From an optimization exercise on the open Yosys and OpenROAD flow, aimed at small area, a short achievable clock period and few clock cycles per item; shortcuts taken in it are not production practice.
RTL that was checked went through simulation tests only; none was proved equivalent to the original.
The RTL of run 2 was laid out without a check of its function.
Power is estimated from default activity; no workload was simulated.

## flow/design.v (module list and top-level ports; edited modules follow where they fit)
// module ate1_pixel_unit: 1074 lines
// module ate1_fa: 10 lines
module ate1_pixel_unit (
    input  wire        clk,
    input  wire        rst,         
    input  wire        in_valid,
    output wire        in_ready,
    input  wire [3:0]  in_op,
    input  wire [63:0] in_d,
    input  wire [63:0] in_s,
    input  wire [16:0] in_t,
    output reg         out_valid,
    input  wire        out_ready,
    output reg  [63:0] out_p
);
  // ...
==> flow/flow/run.sh <==
#!/bin/bash
# Standard layout (bash standard.sh) with two changes to how it is made:
# - timing repair aims to leave flow/setup_margin ns of setup slack, so it
#   works towards a shorter period than the 16 ns clock (the SDC is unchanged);
# - the buffers ABC inserted are removed before placement instead of a
#   first timing repair at floorplan;
# - the port buffers that buffer_ports inserts are buf_1 cells.
# The make output goes to flow_make.log; ORFS's own logs are under orfs/logs.
set -euo pipefail
export SETUP_SLACK_MARGIN=$(cat flow/setup_margin)
export REMOVE_ABC_BUFFERS=1
export BUFFER_PORTS_ARGS="-buffer_cell sky130_fd_sc_hd__buf_1"
bash standard.sh > flow_make.log 2>&1
==> flow/flow/setup_margin <==
10.8
==> flow/standard.sh <==
#!/bin/bash
# synth_recipe.tcl (not shown) runs the flow's synth.tcl, then flattens the netlist and writes it again
# the make line also repeats each setting of config.mk as NAME=value (left out here)
make -C /OpenROAD-flow-scripts/flow DESIGN_CONFIG=/design/flow/config.mk WORK_HOME=/design/flow/orfs CLKGATE_MAP_FILE= SYNTH_SCRIPT=/design/flow/synth_recipe.tcl "${@:-finish}"
==> flow/config.mk <==
export PLATFORM = sky130hd
export DESIGN_NAME = ate1_pixel_unit
export DESIGN_NICKNAME = ate1_pixel_unit
export VERILOG_FILES = /design/flow/design.v
export SDC_FILE = /design/flow/constraint.sdc
export NUM_CORES = 8
export LEC_CHECK = 0
export CAP_MARGIN = 20
export CORE_MARGIN = 2
export CORE_UTILIZATION = 45
export CTS_CLUSTER_DIAMETER = 200
export CTS_CLUSTER_SIZE = 20
export GPL_ROUTABILITY_DRIVEN = 0
export SLEW_MARGIN = 20
export SYNTH_HIERARCHICAL = 1
==> flow/constraint.sdc <==
create_clock -name core_clock -period 16.0 [get_ports {clk}]
set_input_delay 3.2000 -clock core_clock [delete_from_list [all_inputs] [get_ports {clk}]]
set_output_delay 3.2000 -clock core_clock [all_outputs]
set_load 0.01 [all_outputs]
==> impl_results.md, run 1 <==
- Worst Setup Start Kind: flip-flop
- Crit path time final: 5310 ps
- Worst slew pin tran: 941 ps
- YS warnings: 7
- Die W: 406 um
- Max layer used: met5
- WHS Path Cells: 0
- Gr usage total: 0.277
- Max Slew Vio Count: 0
- Final Hold Fails: 0
- CTS Buf Count: 44
- Mapped Cells: around 6,800
- Final setup fails: 0
- Total Power: 16.7 mW
- Initial antenna violation count: 38
- WP data required: ~16,000 ps
- Outcome: no timing/DRC/antenna violations
- Post-CTS resize count: 138
- Peak supply drop: about 130 uV
- Top class by area: multi-input gates
- Root Driver: clkbuf_16
- Crit-path cells: ha_4 -> a211oi_4 -> o21ai_2 -> a2111o_1 -> a31oi_4 -> o31ai_4 -> a21oi_2 -> nor2_1 -> o41ai_2 -> buf_4 -> xnor2_4 -> ha_4 -> a21o_1 -> a221o_1 -> a21oi_2 -> o41ai_2 -> and2_4 -> a211oi_4 -> nor2_4 -> a211oi_4 -> clkbuf_16
- NetSw: between 7 and 8 mW
- Port bufs: roughly 220
- CP bufs+invs: 2
- Layout clock area frac: 0.0148
- CLK BUF: 55
- DRC: 0
- Async SR Flop Fraction: 0
- Number of multi-input logic gates: 5,380
- NonClk Buf Share: 0.0438
- CP max-delay cell: a2111o_1
- Placed cells: 9,006
- Fill count: 14,500
- Clock Skew: 45.9 ps
- Hold_buf cts: 0
Testbench counts, summed over its fixed seeds: cycles 42,153, items 32,000.
==> module ate1_pixel_unit, before the edit <==
module ate1_pixel_unit (
    input  wire        clk,
    input  wire        rst,         
    input  wire        in_valid,
    output wire        in_ready,
    input  wire [3:0]  in_op,
    input  wire [63:0] in_d,
    input  wire [63:0] in_s,
    input  wire [16:0] in_t,
    output reg         out_valid,
    input  wire        out_ready,
    output reg  [63:0] out_p
);
    localparam OP_ADD      = 4'd0;
    localparam OP_SUB      = 4'd1;
    localparam OP_MULC     = 4'd2;
    localparam OP_MIN      = 4'd3;
    localparam OP_MAX      = 4'd4;
    localparam OP_SETALPHA = 4'd5;
    localparam OP_PREALPHA = 4'd6;
    localparam OP_OVER     = 4'd7;
    localparam OP_MULTIPLY = 4'd8;
    localparam OP_SCREEN   = 4'd9;
    localparam OP_DARKEN   = 4'd10;
    localparam OP_LIGHTEN  = 4'd11;
    localparam OP_LERP     = 4'd12;
    localparam OP_INIT32   = 4'd13;
    localparam OP_TLERP    = 4'd14;
    localparam OP_TSEL     = 4'd15;
    localparam CW = 28;
    localparam A_ONES = 0, A_DC = 1, A_NDC = 2, A_DA = 3, A_NDA = 4, A_S17 = 5,
               A_BYTE = 6, A_K = 7;                                   
    localparam B_SC = 8, B_SR = 9, B_SA = 10, B_NSA = 11, B_K = 12, B_NK = 13,
               B_AA = 14;                                
    localparam D_DC = 16, D_SC = 17, D_DCSC = 18, D_DA = 19, D_MIN = 20,
               D_MAX = 21;                                            
    localparam C_RND = 22, C_SUB = 23, C_ACC = 24, C_DL = 25, C_LIGHT = 26,
               C_WRAP = 27;                                           
    function [CW-1:0] decode;
        input [3:0] op;
        input [1:0] pass;
        input       alpha;
        input       t15;
        input       t16;
        reg [CW-1:0] w;
        begin
            w = {CW{1'b0}};
            w[C_RND] = 1'b1;
            case (op)
                OP_ADD:      begin w[A_ONES] = 1; w[B_SC] = 1; w[D_DC] = 1; end
                OP_SUB:      begin w[A_ONES] = 1; w[B_SC] = 1; w[D_DC] = 1; w[C_SUB] = 1; end
                OP_MULC:     begin w[A_DC] = 1; w[B_SC] = 1; end
                OP_MIN:      begin w[D_MIN] = 1; end
                OP_MAX:      begin w[D_MAX] = 1; end
                OP_SETALPHA: begin
                    if (alpha) begin w[A_ONES] = 1; w[B_SR] = 1; end
                    else       begin w[D_DC] = 1; end
                end
                OP_PREALPHA: begin
                    w[B_SR] = 1;
                    if (alpha) w[A_ONES] = 1; else w[A_DC] = 1;
                end
                OP_OVER:     begin w[A_DC] = 1; w[B_NSA] = 1; w[D_SC] = 1; end
                OP_MULTIPLY: begin
                    if (alpha) begin w[A_NDA] = 1; w[B_SA] = 1; w[D_DA] = 1; end
                    else case (pass)
                        2'd0:    begin w[A_DC] = 1; w[B_NSA] = 1; end
                        2'd1:    begin w[A_NDA] = 1; w[B_SC] = 1; w[C_ACC] = 1; end
                        default: begin w[A_DC] = 1; w[B_SC] = 1; w[C_ACC] = 1; end
                    endcase
                end
                OP_SCREEN:   begin w[A_NDC] = 1; w[B_SC] = 1; w[D_DC] = 1; end
                OP_DARKEN, OP_LIGHTEN: begin
                    if (alpha) begin w[A_NDA] = 1; w[B_SA] = 1; w[D_DA] = 1; end
                    else begin
                        w[D_DCSC] = 1; w[C_SUB] = 1;
                        if (pass == 2'd0) begin w[A_DA] = 1; w[B_SC] = 1; end
                        else begin
                            w[A_DC] = 1; w[B_SA] = 1; w[C_DL] = 1;
                            if (op == OP_LIGHTEN) w[C_LIGHT] = 1;
                        end
                    end
                end
                OP_LERP:     begin
                    if (t16) begin w[A_ONES] = 1; w[B_SC] = 1; end
                    else begin
                        w[A_S17] = 1; w[B_K] = 1; w[D_DC] = 1; w[C_RND] = 0; w[C_WRAP] = 1;
                    end
                end
                OP_INIT32:   begin
                    w[B_AA] = 1;
                    if (alpha) w[A_ONES] = 1; else w[A_BYTE] = 1;
                end
                OP_TLERP:    begin
                    if (pass == 2'd0) begin w[A_DC] = 1; w[B_NK] = 1; end
                    else begin w[A_K] = 1; w[B_SC] = 1; w[C_ACC] = 1; end
                end
                default:     begin    
                    if (t15) begin w[A_ONES] = 1; w[B_SC] = 1; end
                    else     begin w[D_DC] = 1; end
                end
            endcase
            decode = w;
        end
    endfunction
    function [1:0] last_pass;
        input [3:0] op;
        begin
            case (op)
                OP_MULTIPLY:                     last_pass = 2'd2;
                OP_DARKEN, OP_LIGHTEN, OP_TLERP: last_pass = 2'd1;
                default:                         last_pass = 2'd0;
            endcase
        end
    endfunction
    reg        ir_valid;
    reg        ir_last;
    reg [1:0]  ir_pass;
    reg [3:0]  ir_op;
    reg [63:0] ir_d;
    reg [67:0] ir_s;            
    reg [16:0] ir_t;
    reg [CW-1:0] ir_cw_rgb;
    reg [CW-1:0] ir_cw_a;
    reg        hold;            
    wire adv     = !hold;
    wire ir_free = !ir_valid || ir_last;
    assign in_ready = adv && ir_free;
    wire [1:0] nx_pass = ir_pass + 2'd1;
    wire [CW-1:0] cw_rgb_in  = decode(in_op, 2'd0, 1'b0, in_t[15], in_t[16]);
    wire [CW-1:0] cw_a_in    = decode(in_op, 2'd0, 1'b1, in_t[15], in_t[16]);
    wire [CW-1:0] cw_rgb_nx  = decode(ir_op, nx_pass, 1'b0, ir_t[15], ir_t[16]);
    wire [CW-1:0] cw_a_nx    = decode(ir_op, nx_pass, 1'b1, ir_t[15], ir_t[16]);
    wire in_lerp = (in_op == OP_LERP) && !in_t[16];
    reg  [67:0] s_in;
    reg  [16:0] df;
    integer c;
    always @(*) begin
        for (c = 0; c < 4; c = c + 1) begin
            df = {1'b0, in_s[16*c +: 16]} - {1'b0, in_d[16*c +: 16]};
            if (in_lerp)
                s_in[17*c +: 17] = df;
            else
                s_in[17*c +: 17] = {df[16], in_s[16*c +: 16]};
        end
    end
    always @(posedge clk) begin
        if (rst) begin
            ir_valid <= 1'b0;
        end else if (adv && ir_free) begin
            ir_valid <= in_valid;
        end
        if (adv) begin
            if (ir_free) begin
                ir_pass   <= 2'd0;
                ir_last   <= (last_pass(in_op) == 2'd0);
                ir_cw_rgb <= cw_rgb_in;
                ir_cw_a   <= cw_a_in;
            end else begin
                ir_pass   <= nx_pass;
                ir_last   <= (nx_pass == last_pass(ir_op));
                ir_cw_rgb <= cw_rgb_nx;
                ir_cw_a   <= cw_a_nx;
            end
        end
        if (in_ready) begin
            ir_op <= in_op;
            ir_d  <= in_d;
            ir_s  <= s_in;
            ir_t  <= in_t;
        end
    end
    wire [15:0] da = ir_d[63:48];
    wire [15:0] sa = ir_s[66:51];
    wire [15:0] sr = ir_s[15:0];
    wire [15:0] k  = ir_t[15:0];
    wire [15:0] aa = {ir_s[32:25], ir_s[32:25]};    
    reg          p1_valid, p1_last;
    reg  [127:0] p1_s, p1_c;
    reg  [67:0]  p1_add;
    reg  [23:0]  p1_ctl;         
    wire [127:0] x_s, x_c;
    wire [67:0]  x_add;
    genvar g;
    generate
        for (g = 0; g < 4; g = g + 1) begin : lane_x
            wire [CW-1:0] w  = (g == 3) ? ir_cw_a : ir_cw_rgb;
            wire [15:0] dc  = ir_d[16*g +: 16];
            wire [16:0] s17 = ir_s[17*g +: 17];
            wire [15:0] sc  = s17[15:0];
            wire [15:0] by;
            if (g == 0)      assign by = {ir_s[17+7:17+0], ir_s[17+7:17+0]};      
            else if (g == 1) assign by = {ir_s[15:8], ir_s[15:8]};                
            else if (g == 2) assign by = {ir_s[7:0], ir_s[7:0]};                  
            else             assign by = aa;
            wire        lt = !s17[16];       
            wire [16:0] av = {17{w[A_ONES]}} & 17'h0ffff
                           | {17{w[A_DC]}}   & {1'b0, dc}
                           | {17{w[A_NDC]}}  & {1'b0, ~dc}
                           | {17{w[A_DA]}}   & {1'b0, da}
                           | {17{w[A_NDA]}}  & {1'b0, ~da}
                           | {17{w[A_S17]}}  & s17
                           | {17{w[A_BYTE]}} & {1'b0, by}
                           | {17{w[A_K]}}    & {1'b0, k};
            wire [15:0] bv = {16{w[B_SC]}}  & sc
                           | {16{w[B_SR]}}  & sr
                           | {16{w[B_SA]}}  & sa
                           | {16{w[B_NSA]}} & ~sa
                           | {16{w[B_K]}}   & k
                           | {16{w[B_NK]}}  & ~k
                           | {16{w[B_AA]}}  & aa;
            wire [16:0] dv = {17{w[D_DC]}}   & {1'b0, dc}
                           | {17{w[D_SC]}}   & {1'b0, sc}
                           | {17{w[D_DCSC]}} & ({1'b0, dc} + {1'b0, sc})
                           | {17{w[D_DA]}}   & {1'b0, da}
                           | {17{w[D_MIN]}}  & {1'b0, lt ? dc : sc}
                           | {17{w[D_MAX]}}  & {1'b0, lt ? sc : dc};
            assign x_add[17*g +: 17] = dv;
            wire        rnd = w[C_RND];
            wire [31:0] ts, tc;
            wire pp0_0 = av[0] & bv[0];
            wire pp0_1 = av[0] & bv[1];
            wire pp0_2 = av[0] & bv[2];
            wire pp0_3 = av[0] & bv[3];
            wire pp0_4 = av[0] & bv[4];
            wire pp0_5 = av[0] & bv[5];
            wire pp0_6 = av[0] & bv[6];
            wire pp0_7 = av[0] & bv[7];
            wire pp0_8 = av[0] & bv[8];
            wire pp0_9 = av[0] & bv[9];
            wire pp0_10 = av[0] & bv[10];
            wire pp0_11 = av[0] & bv[11];
            wire pp0_12 = av[0] & bv[12];
            wire pp0_13 = av[0] & bv[13];
            wire pp0_14 = av[0] & bv[14];
            wire pp0_15 = av[0] & bv[15];
            wire pp1_0 = av[1] & bv[0];
            wire pp1_1 = av[1] & bv[1];
            wire pp1_2 = av[1] & bv[2];
            wire pp1_3 = av[1] & bv[3];
            wire pp1_4 = av[1] & bv[4];
            wire pp1_5 = av[1] & bv[5];
            wire pp1_6 = av[1] & bv[6];
            wire pp1_7 = av[1] & bv[7];
            wire pp1_8 = av[1] & bv[8];
            wire pp1_9 = av[1] & bv[9];
            wire pp1_10 = av[1] & bv[10];
            wire pp1_11 = av[1] & bv[11];
            wire pp1_12 = av[1] & bv[12];
            wire pp1_13 = av[1] & bv[13];
            wire pp1_14 = av[1] & bv[14];
            wire pp1_15 = av[1] & bv[15];
            wire pp2_0 = av[2] & bv[0];
            wire pp2_1 = av[2] & bv[1];
            wire pp2_2 = av[2] & bv[2];
            wire pp2_3 = av[2] & bv[3];
            wire pp2_4 = av[2] & bv[4];
            wire pp2_5 = av[2] & bv[5];
            wire pp2_6 = av[2] & bv[6];
            wire pp2_7 = av[2] & bv[7];
            wire pp2_8 = av[2] & bv[8];
            wire pp2_9 = av[2] & bv[9];
            wire pp2_10 = av[2] & bv[10];
            wire pp2_11 = av[2] & bv[11];
            wire pp2_12 = av[2] & bv[12];
            wire pp2_13 = av[2] & bv[13];
            wire pp2_14 = av[2] & bv[14];
            wire pp2_15 = av[2] & bv[15];
            wire pp3_0 = av[3] & bv[0];
            wire pp3_1 = av[3] & bv[1];
            wire pp3_2 = av[3] & bv[2];
            wire pp3_3 = av[3] & bv[3];
            wire pp3_4 = av[3] & bv[4];
            wire pp3_5 = av[3] & bv[5];
            wire pp3_6 = av[3] & bv[6];
            wire pp3_7 = av[3] & bv[7];
            wire pp3_8 = av[3] & bv[8];
            wire pp3_9 = av[3] & bv[9];
            wire pp3_10 = av[3] & bv[10];
            wire pp3_11 = av[3] & bv[11];
            wire pp3_12 = av[3] & bv[12];
            wire pp3_13 = av[3] & bv[13];
            wire pp3_14 = av[3] & bv[14];
            wire pp3_15 = av[3] & bv[15];
            wire pp4_0 = av[4] & bv[0];
            wire pp4_1 = av[4] & bv[1];
            wire pp4_2 = av[4] & bv[2];
            wire pp4_3 = av[4] & bv[3];
            wire pp4_4 = av[4] & bv[4];
            wire pp4_5 = av[4] & bv[5];
            wire pp4_6 = av[4] & bv[6];
            wire pp4_7 = av[4] & bv[7];
            wire pp4_8 = av[4] & bv[8];
            wire pp4_9 = av[4] & bv[9];
            wire pp4_10 = av[4] & bv[10];
            wire pp4_11 = av[4] & bv[11];
            wire pp4_12 = av[4] & bv[12];
            wire pp4_13 = av[4] & bv[13];
            wire pp4_14 = av[4] & bv[14];
            wire pp4_15 = av[4] & bv[15];
            wire pp5_0 = av[5] & bv[0];
            wire pp5_1 = av[5] & bv[1];
            wire pp5_2 = av[5] & bv[2];
            wire pp5_3 = av[5] & bv[3];
            wire pp5_4 = av[5] & bv[4];
            wire pp5_5 = av[5] & bv[5];
            wire pp5_6 = av[5] & bv[6];
            wire pp5_7 = av[5] & bv[7];
            wire pp5_8 = av[5] & bv[8];
            wire pp5_9 = av[5] & bv[9];
            wire pp5_10 = av[5] & bv[10];
            wire pp5_11 = av[5] & bv[11];
            wire pp5_12 = av[5] & bv[12];
            wire pp5_13 = av[5] & bv[13];
            wire pp5_14 = av[5] & bv[14];
            wire pp5_15 = av[5] & bv[15];
            wire pp6_0 = av[6] & bv[0];
            wire pp6_1 = av[6] & bv[1];
            wire pp6_2 = av[6] & bv[2];
            wire pp6_3 = av[6] & bv[3];
            wire pp6_4 = av[6] & bv[4];
            wire pp6_5 = av[6] & bv[5];
            wire pp6_6 = av[6] & bv[6];
            wire pp6_7 = av[6] & bv[7];
            wire pp6_8 = av[6] & bv[8];
            wire pp6_9 = av[6] & bv[9];
            wire pp6_10 = av[6] & bv[10];
            wire pp6_11 = av[6] & bv[11];
            wire pp6_12 = av[6] & bv[12];
            wire pp6_13 = av[6] & bv[13];
            wire pp6_14 = av[6] & bv[14];
            wire pp6_15 = av[6] & bv[15];
            wire pp7_0 = av[7] & bv[0];
            wire pp7_1 = av[7] & bv[1];
            wire pp7_2 = av[7] & bv[2];
            wire pp7_3 = av[7] & bv[3];
            wire pp7_4 = av[7] & bv[4];
            wire pp7_5 = av[7] & bv[5];
            wire pp7_6 = av[7] & bv[6];
            wire pp7_7 = av[7] & bv[7];
            wire pp7_8 = av[7] & bv[8];
            wire pp7_9 = av[7] & bv[9];
            wire pp7_10 = av[7] & bv[10];
            wire pp7_11 = av[7] & bv[11];
            wire pp7_12 = av[7] & bv[12];
            wire pp7_13 = av[7] & bv[13];
            wire pp7_14 = av[7] & bv[14];
            wire pp7_15 = av[7] & bv[15];
            wire pp8_0 = av[8] & bv[0];
            wire pp8_1 = av[8] & bv[1];
            wire pp8_2 = av[8] & bv[2];
            wire pp8_3 = av[8] & bv[3];
            wire pp8_4 = av[8] & bv[4];
            wire pp8_5 = av[8] & bv[5];
            wire pp8_6 = av[8] & bv[6];
            wire pp8_7 = av[8] & bv[7];
            wire pp8_8 = av[8] & bv[8];
            wire pp8_9 = av[8] & bv[9];
            wire pp8_10 = av[8] & bv[10];
            wire pp8_11 = av[8] & bv[11];
            wire pp8_12 = av[8] & bv[12];
            wire pp8_13 = av[8] & bv[13];
            wire pp8_14 = av[8] & bv[14];
            wire pp8_15 = av[8] & bv[15];
            wire pp9_0 = av[9] & bv[0];
            wire pp9_1 = av[9] & bv[1];
            wire pp9_2 = av[9] & bv[2];
            wire pp9_3 = av[9] & bv[3];
            wire pp9_4 = av[9] & bv[4];
            wire pp9_5 = av[9] & bv[5];
            wire pp9_6 = av[9] & bv[6];
            wire pp9_7 = av[9] & bv[7];
            wire pp9_8 = av[9] & bv[8];
            wire pp9_9 = av[9] & bv[9];
            wire pp9_10 = av[9] & bv[10];
            wire pp9_11 = av[9] & bv[11];
            wire pp9_12 = av[9] & bv[12];
            wire pp9_13 = av[9] & bv[13];
            wire pp9_14 = av[9] & bv[14];
            wire pp9_15 = av[9] & bv[15];
            wire pp10_0 = av[10] & bv[0];
            wire pp10_1 = av[10] & bv[1];
            wire pp10_2 = av[10] & bv[2];
            wire pp10_3 = av[10] & bv[3];
            wire pp10_4 = av[10] & bv[4];
            wire pp10_5 = av[10] & bv[5];
            wire pp10_6 = av[10] & bv[6];
            wire pp10_7 = av[10] & bv[7];
            wire pp10_8 = av[10] & bv[8];
            wire pp10_9 = av[10] & bv[9];
            wire pp10_10 = av[10] & bv[10];
            wire pp10_11 = av[10] & bv[11];
            wire pp10_12 = av[10] & bv[12];
            wire pp10_13 = av[10] & bv[13];
            wire pp10_14 = av[10] & bv[14];
            wire pp10_15 = av[10] & bv[15];
            wire pp11_0 = av[11] & bv[0];
            wire pp11_1 = av[11] & bv[1];
            wire pp11_2 = av[11] & bv[2];
            wire pp11_3 = av[11] & bv[3];
            wire pp11_4 = av[11] & bv[4];
            wire pp11_5 = av[11] & bv[5];
            wire pp11_6 = av[11] & bv[6];
            wire pp11_7 = av[11] & bv[7];
            wire pp11_8 = av[11] & bv[8];
            wire pp11_9 = av[11] & bv[9];
            wire pp11_10 = av[11] & bv[10];
            wire pp11_11 = av[11] & bv[11];
            wire pp11_12 = av[11] & bv[12];
            wire pp11_13 = av[11] & bv[13];
            wire pp11_14 = av[11] & bv[14];
            wire pp11_15 = av[11] & bv[15];
            wire pp12_0 = av[12] & bv[0];
            wire pp12_1 = av[12] & bv[1];
            wire pp12_2 = av[12] & bv[2];
            wire pp12_3 = av[12] & bv[3];
            wire pp12_4 = av[12] & bv[4];
            wire pp12_5 = av[12] & bv[5];
            wire pp12_6 = av[12] & bv[6];
            wire pp12_7 = av[12] & bv[7];
            wire pp12_8 = av[12] & bv[8];
            wire pp12_9 = av[12] & bv[9];
            wire pp12_10 = av[12] & bv[10];
            wire pp12_11 = av[12] & bv[11];
            wire pp12_12 = av[12] & bv[12];
            wire pp12_13 = av[12] & bv[13];
            wire pp12_14 = av[12] & bv[14];
            wire pp12_15 = av[12] & bv[15];
            wire pp13_0 = av[13] & bv[0];
            wire pp13_1 = av[13] & bv[1];
            wire pp13_2 = av[13] & bv[2];
            wire pp13_3 = av[13] & bv[3];
            wire pp13_4 = av[13] & bv[4];
            wire pp13_5 = av[13] & bv[5];
            wire pp13_6 = av[13] & bv[6];
            wire pp13_7 = av[13] & bv[7];
            wire pp13_8 = av[13] & bv[8];
            wire pp13_9 = av[13] & bv[9];
            wire pp13_10 = av[13] & bv[10];
            wire pp13_11 = av[13] & bv[11];
            wire pp13_12 = av[13] & bv[12];
            wire pp13_13 = av[13] & bv[13];
            wire pp13_14 = av[13] & bv[14];
            wire pp13_15 = av[13] & bv[15];
            wire pp14_0 = av[14] & bv[0];
            wire pp14_1 = av[14] & bv[1];
            wire pp14_2 = av[14] & bv[2];
            wire pp14_3 = av[14] & bv[3];
            wire pp14_4 = av[14] & bv[4];
            wire pp14_5 = av[14] & bv[5];
            wire pp14_6 = av[14] & bv[6];
            wire pp14_7 = av[14] & bv[7];
            wire pp14_8 = av[14] & bv[8];
            wire pp14_9 = av[14] & bv[9];
            wire pp14_10 = av[14] & bv[10];
            wire pp14_11 = av[14] & bv[11];
            wire pp14_12 = av[14] & bv[12];
            wire pp14_13 = av[14] & bv[13];
            wire pp14_14 = av[14] & bv[14];
            wire pp14_15 = av[14] & bv[15];
            wire pp15_0 = av[15] & bv[0];
            wire pp15_1 = av[15] & bv[1];
            wire pp15_2 = av[15] & bv[2];
            wire pp15_3 = av[15] & bv[3];
            wire pp15_4 = av[15] & bv[4];
            wire pp15_5 = av[15] & bv[5];
            wire pp15_6 = av[15] & bv[6];
            wire pp15_7 = av[15] & bv[7];
            wire pp15_8 = av[15] & bv[8];
            wire pp15_9 = av[15] & bv[9];
            wire pp15_10 = av[15] & bv[10];
            wire pp15_11 = av[15] & bv[11];
            wire pp15_12 = av[15] & bv[12];
            wire pp15_13 = av[15] & bv[13];
            wire pp15_14 = av[15] & bv[14];
            wire pp15_15 = av[15] & bv[15];
            wire ng0 = av[16] & ~bv[0];
            wire ng1 = av[16] & ~bv[1];
            wire ng2 = av[16] & ~bv[2];
            wire ng3 = av[16] & ~bv[3];
            wire ng4 = av[16] & ~bv[4];
            wire ng5 = av[16] & ~bv[5];
            wire ng6 = av[16] & ~bv[6];
            wire ng7 = av[16] & ~bv[7];
            wire ng8 = av[16] & ~bv[8];
            wire ng9 = av[16] & ~bv[9];
            wire ng10 = av[16] & ~bv[10];
            wire ng11 = av[16] & ~bv[11];
            wire ng12 = av[16] & ~bv[12];
            wire ng13 = av[16] & ~bv[13];
            wire ng14 = av[16] & ~bv[14];
            wire ng15 = av[16] & ~bv[15];
            wire t1 = pp0_1 ^ pp1_0;
            wire t2 = pp0_1 & pp1_0;
            wire t3, t4;
            ate1_fa ft3 (.a(pp0_2), .b(pp1_1), .c(pp2_0), .s(t3), .co(t4));
            wire t5 = t2 ^ t3;
            wire t6 = t2 & t3;
            wire t7, t8;
            ate1_fa ft7 (.a(pp0_3), .b(pp1_2), .c(pp2_1), .s(t7), .co(t8));
            wire t9, t10;
            ate1_fa ft9 (.a(pp3_0), .b(t4), .c(t7), .s(t9), .co(t10));
            wire t11 = t6 ^ t9;
            wire t12 = t6 & t9;
            wire t13, t14;
            ate1_fa ft13 (.a(pp0_4), .b(pp1_3), .c(pp2_2), .s(t13), .co(t14));
            wire t15, t16;
            ate1_fa ft15 (.a(pp3_1), .b(pp4_0), .c(t8), .s(t15), .co(t16));
            wire t17, t18;
            ate1_fa ft17 (.a(t13), .b(t10), .c(t15), .s(t17), .co(t18));
            wire t19 = t12 ^ t17;
            wire t20 = t12 & t17;
            wire t21, t22;
            ate1_fa ft21 (.a(pp0_5), .b(pp1_4), .c(pp2_3), .s(t21), .co(t22));
            wire t23, t24;
            ate1_fa ft23 (.a(pp3_2), .b(pp4_1), .c(pp5_0), .s(t23), .co(t24));
            wire t25, t26;
            ate1_fa ft25 (.a(t14), .b(t21), .c(t23), .s(t25), .co(t26));
            wire t27, t28;
            ate1_fa ft27 (.a(t16), .b(t25), .c(t18), .s(t27), .co(t28));
            wire t29 = t20 ^ t27;
            wire t30 = t20 & t27;
            wire t31, t32;
            ate1_fa ft31 (.a(pp0_6), .b(pp1_5), .c(pp2_4), .s(t31), .co(t32));
            wire t33, t34;
            ate1_fa ft33 (.a(pp3_3), .b(pp4_2), .c(pp5_1), .s(t33), .co(t34));
            wire t35, t36;
            ate1_fa ft35 (.a(pp6_0), .b(t22), .c(t24), .s(t35), .co(t36));
            wire t37, t38;
            ate1_fa ft37 (.a(t31), .b(t33), .c(t35), .s(t37), .co(t38));
            wire t39, t40;
            ate1_fa ft39 (.a(t26), .b(t37), .c(t28), .s(t39), .co(t40));
            wire t41 = t30 ^ t39;
            wire t42 = t30 & t39;
            wire t43, t44;
            ate1_fa ft43 (.a(pp0_7), .b(pp1_6), .c(pp2_5), .s(t43), .co(t44));
            wire t45, t46;
            ate1_fa ft45 (.a(pp3_4), .b(pp4_3), .c(pp5_2), .s(t45), .co(t46));
            wire t47, t48;
            ate1_fa ft47 (.a(pp6_1), .b(pp7_0), .c(t32), .s(t47), .co(t48));
            wire t49, t50;
            ate1_fa ft49 (.a(t34), .b(t43), .c(t45), .s(t49), .co(t50));
            wire t51, t52;
            ate1_fa ft51 (.a(t36), .b(t47), .c(t49), .s(t51), .co(t52));
            wire t53, t54;
            ate1_fa ft53 (.a(t38), .b(t51), .c(t40), .s(t53), .co(t54));
            wire t55 = t42 ^ t53;
            wire t56 = t42 & t53;
            wire t57, t58;
            ate1_fa ft57 (.a(pp0_8), .b(pp1_7), .c(pp2_6), .s(t57), .co(t58));
            wire t59, t60;
            ate1_fa ft59 (.a(pp3_5), .b(pp4_4), .c(pp5_3), .s(t59), .co(t60));
            wire t61, t62;
            ate1_fa ft61 (.a(pp6_2), .b(pp7_1), .c(pp8_0), .s(t61), .co(t62));
            wire t63, t64;
            ate1_fa ft63 (.a(t44), .b(t46), .c(t57), .s(t63), .co(t64));
            wire t65, t66;
            ate1_fa ft65 (.a(t59), .b(t61), .c(t48), .s(t65), .co(t66));
            wire t67, t68;
            ate1_fa ft67 (.a(t50), .b(t63), .c(t65), .s(t67), .co(t68));
            wire t69, t70;
            ate1_fa ft69 (.a(t52), .b(t67), .c(t54), .s(t69), .co(t70));
            wire t71, t72;
            ate1_fa ft71 (.a(pp0_9), .b(pp1_8), .c(pp2_7), .s(t71), .co(t72));
            wire t73, t74;
            ate1_fa ft73 (.a(pp3_6), .b(pp4_5), .c(pp5_4), .s(t73), .co(t74));
            wire t75, t76;
            ate1_fa ft75 (.a(pp6_3), .b(pp7_2), .c(pp8_1), .s(t75), .co(t76));
            wire t77, t78;
            ate1_fa ft77 (.a(pp9_0), .b(t58), .c(t60), .s(t77), .co(t78));
            wire t79, t80;
            ate1_fa ft79 (.a(t62), .b(t71), .c(t73), .s(t79), .co(t80));
            wire t81, t82;
            ate1_fa ft81 (.a(t75), .b(t64), .c(t77), .s(t81), .co(t82));
            wire t83, t84;
            ate1_fa ft83 (.a(t79), .b(t66), .c(t81), .s(t83), .co(t84));
            wire t85 = t68 ^ t83;
            wire t86 = t68 & t83;
            wire t87, t88;
            ate1_fa ft87 (.a(pp0_10), .b(pp1_9), .c(pp2_8), .s(t87), .co(t88));
            wire t89, t90;
            ate1_fa ft89 (.a(pp3_7), .b(pp4_6), .c(pp5_5), .s(t89), .co(t90));
            wire t91, t92;
            ate1_fa ft91 (.a(pp6_4), .b(pp7_3), .c(pp8_2), .s(t91), .co(t92));
            wire t93, t94;
            ate1_fa ft93 (.a(pp9_1), .b(pp10_0), .c(t72), .s(t93), .co(t94));
            wire t95, t96;
            ate1_fa ft95 (.a(t74), .b(t76), .c(t87), .s(t95), .co(t96));
            wire t97, t98;
            ate1_fa ft97 (.a(t89), .b(t91), .c(t78), .s(t97), .co(t98));
            wire t99, t100;
            ate1_fa ft99 (.a(t93), .b(t80), .c(t95), .s(t99), .co(t100));
            wire t101, t102;
            ate1_fa ft101 (.a(t82), .b(t97), .c(t99), .s(t101), .co(t102));
            wire t103 = t84 ^ t101;
            wire t104 = t84 & t101;
            wire t105, t106;
            ate1_fa ft105 (.a(pp0_11), .b(pp1_10), .c(pp2_9), .s(t105), .co(t106));
            wire t107, t108;
            ate1_fa ft107 (.a(pp3_8), .b(pp4_7), .c(pp5_6), .s(t107), .co(t108));
            wire t109, t110;
            ate1_fa ft109 (.a(pp6_5), .b(pp7_4), .c(pp8_3), .s(t109), .co(t110));
            wire t111, t112;
            ate1_fa ft111 (.a(pp9_2), .b(pp10_1), .c(pp11_0), .s(t111), .co(t112));
            wire t113, t114;
            ate1_fa ft113 (.a(t88), .b(t90), .c(t92), .s(t113), .co(t114));
            wire t115, t116;
            ate1_fa ft115 (.a(t105), .b(t107), .c(t109), .s(t115), .co(t116));
            wire t117, t118;
            ate1_fa ft117 (.a(t111), .b(t94), .c(t96), .s(t117), .co(t118));
            wire t119, t120;
            ate1_fa ft119 (.a(t113), .b(t115), .c(t98), .s(t119), .co(t120));
            wire t121, t122;
            ate1_fa ft121 (.a(t100), .b(t117), .c(t119), .s(t121), .co(t122));
            wire t123 = t102 ^ t121;
            wire t124 = t102 & t121;
            wire t125, t126;
            ate1_fa ft125 (.a(pp0_12), .b(pp1_11), .c(pp2_10), .s(t125), .co(t126));
            wire t127, t128;
            ate1_fa ft127 (.a(pp3_9), .b(pp4_8), .c(pp5_7), .s(t127), .co(t128));
            wire t129, t130;
            ate1_fa ft129 (.a(pp6_6), .b(pp7_5), .c(pp8_4), .s(t129), .co(t130));
            wire t131, t132;
            ate1_fa ft131 (.a(pp9_3), .b(pp10_2), .c(pp11_1), .s(t131), .co(t132));
            wire t133, t134;
            ate1_fa ft133 (.a(pp12_0), .b(t106), .c(t108), .s(t133), .co(t134));
            wire t135, t136;
            ate1_fa ft135 (.a(t110), .b(t112), .c(t125), .s(t135), .co(t136));
            wire t137, t138;
            ate1_fa ft137 (.a(t127), .b(t129), .c(t131), .s(t137), .co(t138));
            wire t139, t140;
            ate1_fa ft139 (.a(t114), .b(t133), .c(t116), .s(t139), .co(t140));
            wire t141, t142;
            ate1_fa ft141 (.a(t135), .b(t137), .c(t118), .s(t141), .co(t142));
            wire t143, t144;
            ate1_fa ft143 (.a(t139), .b(t120), .c(t141), .s(t143), .co(t144));
            wire t145 = t122 ^ t143;
            wire t146 = t122 & t143;
            wire t147, t148;
            ate1_fa ft147 (.a(pp0_13), .b(pp1_12), .c(pp2_11), .s(t147), .co(t148));
            wire t149, t150;
            ate1_fa ft149 (.a(pp3_10), .b(pp4_9), .c(pp5_8), .s(t149), .co(t150));
            wire t151, t152;
            ate1_fa ft151 (.a(pp6_7), .b(pp7_6), .c(pp8_5), .s(t151), .co(t152));
            wire t153, t154;
            ate1_fa ft153 (.a(pp9_4), .b(pp10_3), .c(pp11_2), .s(t153), .co(t154));
            wire t155, t156;
            ate1_fa ft155 (.a(pp12_1), .b(pp13_0), .c(t126), .s(t155), .co(t156));
            wire t157, t158;
            ate1_fa ft157 (.a(t128), .b(t130), .c(t132), .s(t157), .co(t158));
            wire t159, t160;
            ate1_fa ft159 (.a(t147), .b(t149), .c(t151), .s(t159), .co(t160));
            wire t161, t162;
            ate1_fa ft161 (.a(t153), .b(t134), .c(t136), .s(t161), .co(t162));
            wire t163, t164;
            ate1_fa ft163 (.a(t155), .b(t138), .c(t157), .s(t163), .co(t164));
            wire t165, t166;
            ate1_fa ft165 (.a(t159), .b(t140), .c(t161), .s(t165), .co(t166));
            wire t167, t168;
            ate1_fa ft167 (.a(t163), .b(t142), .c(t165), .s(t167), .co(t168));
            wire t169 = t144 ^ t167;
            wire t170 = t144 & t167;
            wire t171, t172;
            ate1_fa ft171 (.a(pp0_14), .b(pp1_13), .c(pp2_12), .s(t171), .co(t172));
            wire t173, t174;
            ate1_fa ft173 (.a(pp3_11), .b(pp4_10), .c(pp5_9), .s(t173), .co(t174));
            wire t175, t176;
            ate1_fa ft175 (.a(pp6_8), .b(pp7_7), .c(pp8_6), .s(t175), .co(t176));
            wire t177, t178;
            ate1_fa ft177 (.a(pp9_5), .b(pp10_4), .c(pp11_3), .s(t177), .co(t178));
            wire t179, t180;
            ate1_fa ft179 (.a(pp12_2), .b(pp13_1), .c(pp14_0), .s(t179), .co(t180));
            wire t181, t182;
            ate1_fa ft181 (.a(t148), .b(t150), .c(t152), .s(t181), .co(t182));
            wire t183, t184;
            ate1_fa ft183 (.a(t154), .b(t171), .c(t173), .s(t183), .co(t184));
            wire t185, t186;
            ate1_fa ft185 (.a(t175), .b(t177), .c(t179), .s(t185), .co(t186));
            wire t187, t188;
            ate1_fa ft187 (.a(t156), .b(t158), .c(t160), .s(t187), .co(t188));
            wire t189, t190;
            ate1_fa ft189 (.a(t181), .b(t183), .c(t185), .s(t189), .co(t190));
            wire t191, t192;
            ate1_fa ft191 (.a(t162), .b(t164), .c(t187), .s(t191), .co(t192));
            wire t193, t194;
            ate1_fa ft193 (.a(t189), .b(t166), .c(t191), .s(t193), .co(t194));
            wire t195 = t168 ^ t193;
            wire t196 = t168 & t193;
            wire t197, t198;
            ate1_fa ft197 (.a(pp0_15), .b(pp1_14), .c(pp2_13), .s(t197), .co(t198));
            wire t199, t200;
            ate1_fa ft199 (.a(pp3_12), .b(pp4_11), .c(pp5_10), .s(t199), .co(t200));
            wire t201, t202;
            ate1_fa ft201 (.a(pp6_9), .b(pp7_8), .c(pp8_7), .s(t201), .co(t202));
            wire t203, t204;
            ate1_fa ft203 (.a(pp9_6), .b(pp10_5), .c(pp11_4), .s(t203), .co(t204));
            wire t205, t206;
            ate1_fa ft205 (.a(pp12_3), .b(pp13_2), .c(pp14_1), .s(t205), .co(t206));
            wire t207, t208;
            ate1_fa ft207 (.a(pp15_0), .b(rnd), .c(t172), .s(t207), .co(t208));
            wire t209, t210;
            ate1_fa ft209 (.a(t174), .b(t176), .c(t178), .s(t209), .co(t210));
            wire t211, t212;
            ate1_fa ft211 (.a(t180), .b(t197), .c(t199), .s(t211), .co(t212));
            wire t213, t214;
            ate1_fa ft213 (.a(t201), .b(t203), .c(t205), .s(t213), .co(t214));
            wire t215, t216;
            ate1_fa ft215 (.a(t182), .b(t207), .c(t184), .s(t215), .co(t216));
            wire t217, t218;
            ate1_fa ft217 (.a(t186), .b(t209), .c(t211), .s(t217), .co(t218));
            wire t219, t220;
            ate1_fa ft219 (.a(t213), .b(t188), .c(t215), .s(t219), .co(t220));
            wire t221, t222;
            ate1_fa ft221 (.a(t190), .b(t217), .c(t192), .s(t221), .co(t222));
            wire t223, t224;
            ate1_fa ft223 (.a(t219), .b(t194), .c(t221), .s(t223), .co(t224));
            wire t225, t226;
            ate1_fa ft225 (.a(pp1_15), .b(pp2_14), .c(pp3_13), .s(t225), .co(t226));
            wire t227, t228;
            ate1_fa ft227 (.a(pp4_12), .b(pp5_11), .c(pp6_10), .s(t227), .co(t228));
            wire t229, t230;
            ate1_fa ft229 (.a(pp7_9), .b(pp8_8), .c(pp9_7), .s(t229), .co(t230));
            wire t231, t232;
            ate1_fa ft231 (.a(pp10_6), .b(pp11_5), .c(pp12_4), .s(t231), .co(t232));
            wire t233, t234;
            ate1_fa ft233 (.a(pp13_3), .b(pp14_2), .c(pp15_1), .s(t233), .co(t234));
            wire t235, t236;
            ate1_fa ft235 (.a(ng0), .b(av[16]), .c(t198), .s(t235), .co(t236));
            wire t237, t238;
            ate1_fa ft237 (.a(t200), .b(t202), .c(t204), .s(t237), .co(t238));
            wire t239, t240;
            ate1_fa ft239 (.a(t206), .b(t225), .c(t227), .s(t239), .co(t240));
            wire t241, t242;
            ate1_fa ft241 (.a(t229), .b(t231), .c(t233), .s(t241), .co(t242));
            wire t243, t244;
            ate1_fa ft243 (.a(t208), .b(t210), .c(t235), .s(t243), .co(t244));
            wire t245, t246;
            ate1_fa ft245 (.a(t212), .b(t214), .c(t237), .s(t245), .co(t246));
            wire t247, t248;
            ate1_fa ft247 (.a(t239), .b(t241), .c(t216), .s(t247), .co(t248));
            wire t249, t250;
            ate1_fa ft249 (.a(t243), .b(t218), .c(t245), .s(t249), .co(t250));
            wire t251, t252;
            ate1_fa ft251 (.a(t220), .b(t247), .c(t249), .s(t251), .co(t252));
            wire t253 = t222 ^ t251;
            wire t254 = t222 & t251;
            wire t255, t256;
            ate1_fa ft255 (.a(pp2_15), .b(pp3_14), .c(pp4_13), .s(t255), .co(t256));
            wire t257, t258;
            ate1_fa ft257 (.a(pp5_12), .b(pp6_11), .c(pp7_10), .s(t257), .co(t258));
            wire t259, t260;
            ate1_fa ft259 (.a(pp8_9), .b(pp9_8), .c(pp10_7), .s(t259), .co(t260));
            wire t261, t262;
            ate1_fa ft261 (.a(pp11_6), .b(pp12_5), .c(pp13_4), .s(t261), .co(t262));
            wire t263, t264;
            ate1_fa ft263 (.a(pp14_3), .b(pp15_2), .c(ng1), .s(t263), .co(t264));
            wire t265, t266;
            ate1_fa ft265 (.a(t226), .b(t228), .c(t230), .s(t265), .co(t266));
            wire t267, t268;
            ate1_fa ft267 (.a(t232), .b(t234), .c(t255), .s(t267), .co(t268));
            wire t269, t270;
            ate1_fa ft269 (.a(t257), .b(t259), .c(t261), .s(t269), .co(t270));
            wire t271, t272;
            ate1_fa ft271 (.a(t263), .b(t236), .c(t238), .s(t271), .co(t272));
            wire t273, t274;
            ate1_fa ft273 (.a(t240), .b(t242), .c(t265), .s(t273), .co(t274));
            wire t275, t276;
            ate1_fa ft275 (.a(t267), .b(t269), .c(t244), .s(t275), .co(t276));
            wire t277, t278;
            ate1_fa ft277 (.a(t271), .b(t246), .c(t273), .s(t277), .co(t278));
            wire t279, t280;
            ate1_fa ft279 (.a(t248), .b(t275), .c(t250), .s(t279), .co(t280));
            wire t281, t282;
            ate1_fa ft281 (.a(t277), .b(t252), .c(t279), .s(t281), .co(t282));
            wire t283, t284;
            ate1_fa ft283 (.a(pp3_15), .b(pp4_14), .c(pp5_13), .s(t283), .co(t284));
            wire t285, t286;
            ate1_fa ft285 (.a(pp6_12), .b(pp7_11), .c(pp8_10), .s(t285), .co(t286));
            wire t287, t288;
            ate1_fa ft287 (.a(pp9_9), .b(pp10_8), .c(pp11_7), .s(t287), .co(t288));
            wire t289, t290;
            ate1_fa ft289 (.a(pp12_6), .b(pp13_5), .c(pp14_4), .s(t289), .co(t290));
            wire t291, t292;
            ate1_fa ft291 (.a(pp15_3), .b(ng2), .c(t256), .s(t291), .co(t292));
            wire t293, t294;
            ate1_fa ft293 (.a(t258), .b(t260), .c(t262), .s(t293), .co(t294));
            wire t295, t296;
            ate1_fa ft295 (.a(t264), .b(t283), .c(t285), .s(t295), .co(t296));
            wire t297, t298;
            ate1_fa ft297 (.a(t287), .b(t289), .c(t266), .s(t297), .co(t298));
            wire t299, t300;
            ate1_fa ft299 (.a(t268), .b(t291), .c(t270), .s(t299), .co(t300));
            wire t301, t302;
            ate1_fa ft301 (.a(t293), .b(t295), .c(t272), .s(t301), .co(t302));
            wire t303, t304;
            ate1_fa ft303 (.a(t297), .b(t274), .c(t299), .s(t303), .co(t304));
            wire t305, t306;
            ate1_fa ft305 (.a(t276), .b(t301), .c(t278), .s(t305), .co(t306));
            wire t307, t308;
            ate1_fa ft307 (.a(t303), .b(t280), .c(t305), .s(t307), .co(t308));
            wire t309, t310;
            ate1_fa ft309 (.a(pp4_15), .b(pp5_14), .c(pp6_13), .s(t309), .co(t310));
            wire t311, t312;
            ate1_fa ft311 (.a(pp7_12), .b(pp8_11), .c(pp9_10), .s(t311), .co(t312));
            wire t313, t314;
            ate1_fa ft313 (.a(pp10_9), .b(pp11_8), .c(pp12_7), .s(t313), .co(t314));
            wire t315, t316;
            ate1_fa ft315 (.a(pp13_6), .b(pp14_5), .c(pp15_4), .s(t315), .co(t316));
            wire t317, t318;
            ate1_fa ft317 (.a(ng3), .b(t284), .c(t286), .s(t317), .co(t318));
            wire t319, t320;
            ate1_fa ft319 (.a(t288), .b(t290), .c(t309), .s(t319), .co(t320));
            wire t321, t322;
            ate1_fa ft321 (.a(t311), .b(t313), .c(t315), .s(t321), .co(t322));
            wire t323, t324;
            ate1_fa ft323 (.a(t292), .b(t294), .c(t317), .s(t323), .co(t324));
            wire t325, t326;
            ate1_fa ft325 (.a(t296), .b(t319), .c(t321), .s(t325), .co(t326));
            wire t327, t328;
            ate1_fa ft327 (.a(t298), .b(t300), .c(t323), .s(t327), .co(t328));
            wire t329, t330;
            ate1_fa ft329 (.a(t325), .b(t302), .c(t304), .s(t329), .co(t330));
            wire t331, t332;
            ate1_fa ft331 (.a(t327), .b(t306), .c(t329), .s(t331), .co(t332));
            wire t333, t334;
            ate1_fa ft333 (.a(pp5_15), .b(pp6_14), .c(pp7_13), .s(t333), .co(t334));
            wire t335, t336;
            ate1_fa ft335 (.a(pp8_12), .b(pp9_11), .c(pp10_10), .s(t335), .co(t336));
            wire t337, t338;
            ate1_fa ft337 (.a(pp11_9), .b(pp12_8), .c(pp13_7), .s(t337), .co(t338));
            wire t339, t340;
            ate1_fa ft339 (.a(pp14_6), .b(pp15_5), .c(ng4), .s(t339), .co(t340));
            wire t341, t342;
            ate1_fa ft341 (.a(t310), .b(t312), .c(t314), .s(t341), .co(t342));
            wire t343, t344;
            ate1_fa ft343 (.a(t316), .b(t333), .c(t335), .s(t343), .co(t344));
            wire t345, t346;
            ate1_fa ft345 (.a(t337), .b(t339), .c(t318), .s(t345), .co(t346));
            wire t347, t348;
            ate1_fa ft347 (.a(t320), .b(t322), .c(t341), .s(t347), .co(t348));
            wire t349, t350;
            ate1_fa ft349 (.a(t343), .b(t324), .c(t345), .s(t349), .co(t350));
            wire t351, t352;
            ate1_fa ft351 (.a(t326), .b(t347), .c(t328), .s(t351), .co(t352));
            wire t353, t354;
            ate1_fa ft353 (.a(t349), .b(t330), .c(t351), .s(t353), .co(t354));
            wire t355, t356;
            ate1_fa ft355 (.a(pp6_15), .b(pp7_14), .c(pp8_13), .s(t355), .co(t356));
            wire t357, t358;
            ate1_fa ft357 (.a(pp9_12), .b(pp10_11), .c(pp11_10), .s(t357), .co(t358));
            wire t359, t360;
            ate1_fa ft359 (.a(pp12_9), .b(pp13_8), .c(pp14_7), .s(t359), .co(t360));
            wire t361, t362;
            ate1_fa ft361 (.a(pp15_6), .b(ng5), .c(t334), .s(t361), .co(t362));
            wire t363, t364;
            ate1_fa ft363 (.a(t336), .b(t338), .c(t340), .s(t363), .co(t364));
            wire t365, t366;
            ate1_fa ft365 (.a(t355), .b(t357), .c(t359), .s(t365), .co(t366));
            wire t367, t368;
            ate1_fa ft367 (.a(t342), .b(t361), .c(t344), .s(t367), .co(t368));
            wire t369, t370;
            ate1_fa ft369 (.a(t363), .b(t365), .c(t346), .s(t369), .co(t370));
            wire t371, t372;
            ate1_fa ft371 (.a(t348), .b(t367), .c(t369), .s(t371), .co(t372));
            wire t373, t374;
            ate1_fa ft373 (.a(t350), .b(t352), .c(t371), .s(t373), .co(t374));
            wire t375, t376;
            ate1_fa ft375 (.a(pp7_15), .b(pp8_14), .c(pp9_13), .s(t375), .co(t376));
            wire t377, t378;
            ate1_fa ft377 (.a(pp10_12), .b(pp11_11), .c(pp12_10), .s(t377), .co(t378));
            wire t379, t380;
            ate1_fa ft379 (.a(pp13_9), .b(pp14_8), .c(pp15_7), .s(t379), .co(t380));
            wire t381, t382;
            ate1_fa ft381 (.a(ng6), .b(t356), .c(t358), .s(t381), .co(t382));
            wire t383, t384;
            ate1_fa ft383 (.a(t360), .b(t375), .c(t377), .s(t383), .co(t384));
            wire t385, t386;
            ate1_fa ft385 (.a(t379), .b(t362), .c(t364), .s(t385), .co(t386));
            wire t387, t388;
            ate1_fa ft387 (.a(t381), .b(t366), .c(t383), .s(t387), .co(t388));
            wire t389, t390;
            ate1_fa ft389 (.a(t368), .b(t385), .c(t387), .s(t389), .co(t390));
            wire t391, t392;
            ate1_fa ft391 (.a(t370), .b(t389), .c(t372), .s(t391), .co(t392));
            wire t393, t394;
            ate1_fa ft393 (.a(pp8_15), .b(pp9_14), .c(pp10_13), .s(t393), .co(t394));
            wire t395, t396;
            ate1_fa ft395 (.a(pp11_12), .b(pp12_11), .c(pp13_10), .s(t395), .co(t396));
            wire t397, t398;
            ate1_fa ft397 (.a(pp14_9), .b(pp15_8), .c(ng7), .s(t397), .co(t398));
            wire t399, t400;
            ate1_fa ft399 (.a(t376), .b(t378), .c(t380), .s(t399), .co(t400));
            wire t401, t402;
            ate1_fa ft401 (.a(t393), .b(t395), .c(t397), .s(t401), .co(t402));
            wire t403, t404;
            ate1_fa ft403 (.a(t382), .b(t384), .c(t399), .s(t403), .co(t404));
            wire t405, t406;
            ate1_fa ft405 (.a(t401), .b(t386), .c(t388), .s(t405), .co(t406));
            wire t407, t408;
            ate1_fa ft407 (.a(t403), .b(t390), .c(t405), .s(t407), .co(t408));
            wire t409, t410;
            ate1_fa ft409 (.a(pp9_15), .b(pp10_14), .c(pp11_13), .s(t409), .co(t410));
            wire t411, t412;
            ate1_fa ft411 (.a(pp12_12), .b(pp13_11), .c(pp14_10), .s(t411), .co(t412));
            wire t413, t414;
            ate1_fa ft413 (.a(pp15_9), .b(ng8), .c(t394), .s(t413), .co(t414));
            wire t415, t416;
            ate1_fa ft415 (.a(t396), .b(t398), .c(t409), .s(t415), .co(t416));
            wire t417, t418;
            ate1_fa ft417 (.a(t411), .b(t400), .c(t413), .s(t417), .co(t418));
            wire t419, t420;
            ate1_fa ft419 (.a(t402), .b(t415), .c(t404), .s(t419), .co(t420));
            wire t421, t422;
            ate1_fa ft421 (.a(t417), .b(t406), .c(t419), .s(t421), .co(t422));
            wire t423, t424;
            ate1_fa ft423 (.a(pp10_15), .b(pp11_14), .c(pp12_13), .s(t423), .co(t424));
            wire t425, t426;
            ate1_fa ft425 (.a(pp13_12), .b(pp14_11), .c(pp15_10), .s(t425), .co(t426));
            wire t427, t428;
            ate1_fa ft427 (.a(ng9), .b(t410), .c(t412), .s(t427), .co(t428));
            wire t429, t430;
            ate1_fa ft429 (.a(t423), .b(t425), .c(t414), .s(t429), .co(t430));
            wire t431, t432;
            ate1_fa ft431 (.a(t416), .b(t427), .c(t418), .s(t431), .co(t432));
            wire t433, t434;
            ate1_fa ft433 (.a(t429), .b(t420), .c(t431), .s(t433), .co(t434));
            wire t435, t436;
            ate1_fa ft435 (.a(pp11_15), .b(pp12_14), .c(pp13_13), .s(t435), .co(t436));
            wire t437, t438;
            ate1_fa ft437 (.a(pp14_12), .b(pp15_11), .c(ng10), .s(t437), .co(t438));
            wire t439, t440;
            ate1_fa ft439 (.a(t424), .b(t426), .c(t435), .s(t439), .co(t440));
            wire t441, t442;
            ate1_fa ft441 (.a(t437), .b(t428), .c(t439), .s(t441), .co(t442));
            wire t443, t444;
            ate1_fa ft443 (.a(t430), .b(t441), .c(t432), .s(t443), .co(t444));
            wire t445, t446;
            ate1_fa ft445 (.a(pp12_15), .b(pp13_14), .c(pp14_13), .s(t445), .co(t446));
            wire t447, t448;
            ate1_fa ft447 (.a(pp15_12), .b(ng11), .c(t436), .s(t447), .co(t448));
            wire t449, t450;
            ate1_fa ft449 (.a(t438), .b(t445), .c(t440), .s(t449), .co(t450));
            wire t451, t452;
            ate1_fa ft451 (.a(t447), .b(t442), .c(t449), .s(t451), .co(t452));
            wire t453, t454;
            ate1_fa ft453 (.a(pp13_15), .b(pp14_14), .c(pp15_13), .s(t453), .co(t454));
            wire t455, t456;
            ate1_fa ft455 (.a(ng12), .b(t446), .c(t453), .s(t455), .co(t456));
            wire t457, t458;
            ate1_fa ft457 (.a(t448), .b(t455), .c(t450), .s(t457), .co(t458));
            wire t459, t460;
            ate1_fa ft459 (.a(pp14_15), .b(pp15_14), .c(ng13), .s(t459), .co(t460));
            wire t461, t462;
            ate1_fa ft461 (.a(t454), .b(t459), .c(t456), .s(t461), .co(t462));
            wire t463, t464;
            ate1_fa ft463 (.a(pp15_15), .b(ng14), .c(t460), .s(t463), .co(t464));
            assign ts = {ng15, t463, t461, t457, t451, t434, t422, t408, t407, t391, t354, t332, t308, t282, t254, t224, t196, t170, t146, t124, t104, t86, t85, t56, t55, t41, t29, t19, t11, t5, t1, pp0_0};
            assign tc = {t464, t462, t458, t452, t444, t443, t433, t421, t392, t374, t373, t353, t331, t307, t281, t253, t223, t195, t169, t145, t123, t103, t70, t69, 1'b0, 1'b0, 1'b0, 1'b0, 1'b0, 1'b0, 1'b0, 1'b0};
            assign x_s[32*g +: 32] = ts;
            assign x_c[32*g +: 32] = tc;
        end
    endgenerate
    always @(posedge clk) begin
        if (rst) begin
            p1_valid <= 1'b0;
        end else if (adv) begin
            p1_valid <= ir_valid;
        end
        if (adv) begin
            p1_last <= ir_last;
            p1_s    <= x_s;
            p1_c    <= x_c;
            p1_add  <= x_add;
            p1_ctl  <= {ir_cw_a[C_WRAP:C_RND], ir_cw_rgb[C_WRAP:C_RND],
                        ir_cw_rgb[C_WRAP:C_RND], ir_cw_rgb[C_WRAP:C_RND]};
        end
    end
    reg         p2_valid, p2_last;
    reg  [71:0] p2_h;            
    reg  [7:0]  p2_cs;           
    reg  [67:0] p2_add;
    reg  [7:0]  p2_ctl;          
    reg  [31:0] y1_x;
    reg  [16:0] y1_lo;
    reg  [71:0] y1_h;
    reg  [7:0]  y1_cs;
    reg  [5:0]  ct;
    reg  [15:0] xh;
    reg         cy, gt, pick1;
    reg  [17:0] h0;
    reg  [1:0]  cs0;
    always @(*) begin
        for (c = 0; c < 4; c = c + 1) begin
            ct    = p1_ctl[6*c +: 6];    
            h0    = p2_h[18*c +: 18];
            cs0   = p2_cs[2*c +: 2];
            y1_x  = p1_s[32*c +: 32] + p1_c[32*c +: 32];
            xh    = y1_x[31:16];
            y1_lo = {1'b0, y1_x[15:0]} + {1'b0, xh};
            cy    = ct[0] & y1_lo[16];
            gt    = (xh > h0[15:0]) || (xh == h0[15:0] && cy && !cs0[0]);
            pick1 = ct[4] ? !gt : gt;
            if (ct[2]) begin
                y1_h[18*c +: 18] = h0 + {2'b00, xh};
                y1_cs[2*c +: 2]  = cs0 + {1'b0, cy};
            end else if (ct[3] && !pick1) begin
                y1_h[18*c +: 18] = h0;
                y1_cs[2*c +: 2]  = cs0;
            end else begin
                y1_h[18*c +: 18] = {2'b00, xh};
                y1_cs[2*c +: 2]  = {1'b0, cy};
            end
        end
    end
    always @(posedge clk) begin
        if (rst) begin
            p2_valid <= 1'b0;
        end else if (adv) begin
            p2_valid <= p1_valid;
        end
        if (adv) begin
            p2_last <= p1_last;
            p2_h    <= y1_h;
            p2_cs   <= y1_cs;
            p2_add  <= p1_add;
            for (c = 0; c < 4; c = c + 1)
                p2_ctl[2*c +: 2] <= {p1_ctl[6*c+5], p1_ctl[6*c+1]};
        end
    end
    reg  [63:0] y2_r;
    reg  [18:0] sv, hv;
    reg  [16:0] ae;
    reg         ci, sb;
    reg  [1:0]  cq;
    always @(*) begin
        for (c = 0; c < 4; c = c + 1) begin
            sb = p2_ctl[2*c];
            cq = p2_cs[2*c +: 2];
            ae = p2_add[17*c +: 17] | {15'd0, cq[1], 1'b0};
            hv = sb ? ~{1'b0, p2_h[18*c +: 18]} : {1'b0, p2_h[18*c +: 18]};
            ci = sb ? !cq[0] : cq[0];
            sv = {2'b00, ae} + hv + {18'd0, ci};
            if (p2_ctl[2*c+1])
                y2_r[16*c +: 16] = sv[15:0];
            else
                y2_r[16*c +: 16] = sv[18] ? 16'd0 : (|sv[17:16]) ? 16'hffff : sv[15:0];
        end
    end
    reg  [63:0] park;
    wire y_done   = p2_valid && p2_last && adv;
    wire out_free = !out_valid || out_ready;
    always @(posedge clk) begin
        if (rst) begin
            out_valid <= 1'b0;
            hold      <= 1'b0;
        end else begin
            if (hold) begin
                if (out_ready) hold <= 1'b0;
            end else if (y_done && !out_free) begin
                hold <= 1'b1;
            end
            if (hold || y_done)
                out_valid <= 1'b1;
            else if (out_ready)
                out_valid <= 1'b0;
        end
        if (hold) begin
            if (out_ready) out_p <= park;
        end else if (y_done && out_free) begin
            out_p <= y2_r;
        end
        if (!hold) park <= y2_r;
    end
endmodule
==> inputs of run 2 (changes only) <==
--- a/flow/design.v
+++ b/flow/design.v
@@ -986,7 +986,7 @@
     reg  [7:0]  y1_cs;
     reg  [5:0]  ct;
     reg  [15:0] xh;
-    reg         cy, gt, pick1;
+    reg         cy, gt, lt, keep0;
     reg  [17:0] h0;
     reg  [1:0]  cs0;
     always @(*) begin
@@ -998,14 +998,18 @@
             xh    = y1_x[31:16];
             y1_lo = {1'b0, y1_x[15:0]} + {1'b0, xh};
             cy    = ct[0] & y1_lo[16];
-            gt    = (xh > h0[15:0]) || (xh == h0[15:0] && cy && !cs0[0]);
-            pick1 = ct[4] ? !gt : gt;
+            gt    = xh > h0[15:0];
+            lt    = xh < h0[15:0];
+            keep0 = ct[3] && (ct[4] ? gt : lt);
             if (ct[2]) begin
                 y1_h[18*c +: 18] = h0 + {2'b00, xh};
                 y1_cs[2*c +: 2]  = cs0 + {1'b0, cy};
-            end else if (ct[3] && !pick1) begin
+            end else if (keep0) begin
                 y1_h[18*c +: 18] = h0;
                 y1_cs[2*c +: 2]  = cs0;
+            end else if (ct[3] && !gt && !lt) begin
+                y1_h[18*c +: 18] = h0;
+                y1_cs[2*c +: 2]  = {1'b0, ct[4] ? (cy & cs0[0]) : (cy | cs0[0])};
             end else begin
                 y1_h[18*c +: 18] = {2'b00, xh};
                 y1_cs[2*c +: 2]  = {1'b0, cy};
==> flow/flow/run.sh (replaced) <==
#!/bin/bash
# Standard layout (bash standard.sh) with two changes to how it is made:
# - timing repair aims to leave flow/setup_margin ns of setup slack, so it
#   works towards a shorter period than the 16 ns clock (the SDC is unchanged);
# - the port buffers that buffer_ports inserts are buf_1 cells.
# The make output goes to flow_make.log; ORFS's own logs are under orfs/logs.
set -euo pipefail
export SETUP_SLACK_MARGIN=$(cat flow/setup_margin)
export BUFFER_PORTS_ARGS="-buffer_cell sky130_fd_sc_hd__buf_1"
bash standard.sh > flow_make.log 2>&1
--- a/flow/config.mk
+++ b/flow/config.mk
@@ -10,6 +10,5 @@
 export CORE_UTILIZATION = 45
 export CTS_CLUSTER_DIAMETER = 200
 export CTS_CLUSTER_SIZE = 20
-export GPL_ROUTABILITY_DRIVEN = 0
 export SLEW_MARGIN = 20
 export SYNTH_HIERARCHICAL = 1
==> run 2 against run 1 <==
  * Global-route usage is 0.11 points lower
  * Still clean
  * Largest power group unchanged
  * Cell area is 0.55% higher
  * Sequential share of layout area is 0.16 points lower
  * Cell count is 0.31% higher
  * Non-clock buffer count is 19 lower
==> impl_results.md, run 2 <==
- Most frequent cells in the layout: nor2_1, fa_1, edfxtp_1 (unchanged)
- Clk slew on worst S/H paths: 100 ps (about the same)
- Crit path time final: 5150 ps (was 5310 ps)
- Worst slew pin tran: 1230 ps (was 941 ps)
- Max layer used: met5 (unchanged)
- Outcome: no timing/DRC/antenna violations (unchanged)
- Fraction of layout cells with a size suffix above 1: 0.112 (was 0.119)
- Worst Setup Start Kind: input pin (was flip-flop)
- Synth top area cells: edfxtp_1, fa_1, ha_1 (unchanged)
- DR WL met2: 102,000 um (was 104,000 um)
- Max_slew headroom: 0.177 (was 0.373)
- Register area: 23,000 um^2 (unchanged)
- Worst setup EP type: flip-flop (unchanged)
- DR vias: 55,200 (about the same)
- Max Slew Vio Count: 0 (unchanged)
- Async SR Flop Fraction: 0 (unchanged)
- DR pass1 iterations: 7 (was 9)
- Core box area: 161,000 um^2 (was 160,000 um^2)
- PnR worst setup slack: 10,850 ps (was 10,690 ps)
- Commonest non-fill, non-tap cell in the layout: nor2_1 (unchanged)
- Area Overhead vs Synth: 11.4% (was 11.5%)
- Port bufs: 218 (unchanged)
- Initial antenna violation count: 20 (was 38)
- Maximum operating frequency: 0.194 GHz (was 0.188 GHz)
- Post-detail-place hpwl: 170,000 um (was 168,000 um)
- Final instance area: 81,400 um^2 (was 80,900 um^2)
- Crit-path cells: buf_1 -> inv_1 -> ha_1 -> or3_1 -> o21ai_0 -> a21oi_2 -> a21o_1 -> a21oi_2 -> nor3_1 -> or3b_4 (was ha_4 -> a211oi_4 -> o21ai_2 -> a2111o_1 -> a31oi_4 -> o31ai_4 -> a21oi_2 -> nor2_1 -> o41ai_2 -> buf_4 -> xnor2_4 -> ha_4 -> a21o_1 -> a221o_1 -> a21oi_2 -> o41ai_2 -> and2_4 -> a211oi_4 -> nor2_4 -> a211oi_4 -> clkbuf_16)
- YS warnings: 7 (unchanged)
- Post-Syn Area: 73,100 um^2 (was 72,600 um^2)
- Largest Register: p1_s (unchanged)
- Final setup fails: 0 (unchanged)
- Setup TNS: 0 ps (unchanged)
- Hold_buf cts: 0 (unchanged)
- Mapped Cells: 6,841 (was 6,770)
- Die Y: 407 um (was 406 um)
- Synth unique cells: 98 (was 92)
- Worst Hold Class: reg -> reg (unchanged)
- Final Hold Fails: 0 (unchanged)
- Starting Density: 0.454 (was 0.452)
- Final ANT Viol Nets: 0 (unchanged)
- Synth cell count leaders: nor2_1, fa_1, edfxtp_1, ha_1, a21oi_1 (was nor2_1, fa_1, edfxtp_1, ha_1, nand2_1)
- Fill count: 14,500 (about the same)
- DRC: 0 (unchanged)
- Most frequent cell after synthesis: nor2_1 (unchanged)
- Critical Path Max Stage Delay: 380 ps (was 490 ps)
- Number of enable-type register cells in the synthesized netlist: 764 (unchanged)
- P per Cell Area: 201 nW/um^2 (was 207 nW/um^2)
- WP data required: 16,430 ps (was 16,390 ps)
- Nets: 8,638 (was 8,595)
- Lkg Pwr: 35.4 nW (was 35.3 nW)
- Clock latency (worst-skew pair): 710 ps (was 690 ps)
- Die W: 407 um (was 406 um)
- Die area: 166,000 um^2 (was 164,000 um^2)
- WS Path Type: in -> reg (was reg -> reg)
- CTS Buf Count: 44 (unchanged)
- Number of H-tree levels: 2 (unchanged)
- Via density: 5.95 (was 5.98)
- Peak supply drop: 105 uV (was 125 uV)
- Gr usage total: 0.276 (was 0.277)
- CTS tree: built (unchanged)
- Met1 wire length: 96,300 um (was 91,700 um)
- Root Driver: clkbuf_16 (unchanged)
- CTS max path bufs: 3 (unchanged)
- Register area share after synthesis: 0.315 (was 0.318)
- Biggest regs: p1_s x128, p1_c x96, p2_h x72 (unchanged)
- Max Fanout on Critical Path: 5 (unchanged)
- Post-synth top area share: 0.314 (was 0.316)
- RePlAce Congestion: 0.974
- Mapped Avg Cell Area: 10.7 um^2 (about the same)
- Clock Skew: 72.8 ps (was 45.9 ps)
- CP max-delay cell: buf_1 (was a2111o_1)
## run 2: cell types whose count changed in the layout (fill, tap and decap cells not counted), moves of 21 or more
cell and delta:
a21o_1 +21, a21oi_4 +23, buf_6 -34, inv_1 -38
nand2b_1 +26, nand3_1 -31, o21a_1 +24, o21bai_1 -23
o31ai_2 -35
## run 2: repair_timing
action	CTS	global route
buffers inserted	128	37
resized for setup	93	128
gates cloned	1	2
pin swaps	13	33
setup endpoints to repair	212	171
## run 2: cell families (layout without fill, tap and decap cells)
logic type / after synthesis / count (layout) / share of synthesized area
AO/OA/AOI/OAI: 1291 / 1291 / 0.121
XOR/XNOR: 344 / 344 / 0.0412
adder cells (fa/ha/maj): 1398 / 1398 / 0.331
buffers and inverters: 606 / 862 / 0.0319
flip-flops: 769 / 769 / 0.315
multiplexers: 156 / 156 / 0.0230
other: 0 / 8 / 0
AND/OR/NAND/NOR: 2277 / 2277 / 0.136
## run 2: cell type report
class	instances	area share
diodes	8	0.000246
clock buffers	53	0.0142
multi-input cells	5466	0.611
clock inverters	3	0.000415
inverters	301	0.0148
repair buffers	505	0.0433
well taps	2160	0.0332
flip-flops and latches	769	0.283
## run 2: report_power, final
| group | total (mW) | switching, mW | internal, mW | leakage (nW) |
|---|---|---|---|---|
| sequential | 3.73 | 0.351 | 3.38 | 8.36 |
| clock | 1.22 | 0.711 | 0.513 | 0.580 |
| combinational | 11.4 | 6.43 | 4.97 | 26.5 |
## run 2: path summary, 6_finish.rpt
check	slack, ps	endpoint	depth (start not counted)	from
hold / removal	420	p1_ctl[14]	0	ir_cw_rgb[24]
setup reg to reg	10890	p1_c[72]	13	ir_cw_a[14]
hold reg to reg	420	p1_ctl[14]	0	ir_cw_rgb[24]
setup / recovery	10850	ir_s[15]	10	in_d[10]
## run 2: metal layers
| layer | vias to the layer above | global-route usage |
|---|---|---|
| met4 | 20 | 0.106 |
| li1 | 24300 | - |
| met5 | - | 0 |
| met2 | 2614 | 0.423 |
| met3 | 565 | 0.0652 |
| met1 | 27600 | 0.380 |
## run 2: worst max-delay path: cells and delay by family
family          cells  cell delay (ps)
fa+ha+maj           1              340
buf+inv             2              660
simple gates        3              830
compound gates      4              540
## run 2: through the flow
stage	total power [mW]	hold WS, ps	util	cells
global route	18.0	427	0.506	9263
floorplan	11.8	400	-	6841
finish	16.4	415	0.506	9265
detailed placement	14.8	405	0.481	9033
CTS	16.2	418	0.499	9218
global placement	14.5	402	0.480	9032
## run 2: per-module statistics from Yosys (local to each module, per instance)
module | cells | flops+latches | times used
ate1_fa | 1 | 0 | 872
ate1_pixel_unit | 5969 | 769 | 1

-- afterwards: timing with drivers on the ports --
Ports are ideal in the flow. The routed layouts listed here were re-timed in OpenROAD. Step 1 sets driving cells, clkbuf_16 on the clock port and buf_2 on the other inputs (assumed; they add their load-dependent delay and slew). Step 2 times the ports against the registers' clock, not the clock port: input delays grow and output delays shrink by t, the midpoint of the rising clock arrivals with the driver on. Three values: ideal, step 1, step 2; two values: the first two.
| run | t, ns | setup slack, ns | slew at the worst register clock pin (ns) |
|---|---|---|---|
| run 1 | 0.757 | 10.692 / 10.692 / 10.134 | 0.10 / 0.10 |
| run 2 | 0.754 | 10.851 / 10.888 / 10.155 | 0.12 / 0.12 |
After both steps every run listed still meets setup and hold. For run 2, which loses most, drivers alone change the setup slack by +0.037 ns; drivers and shift together by -0.696 ns.
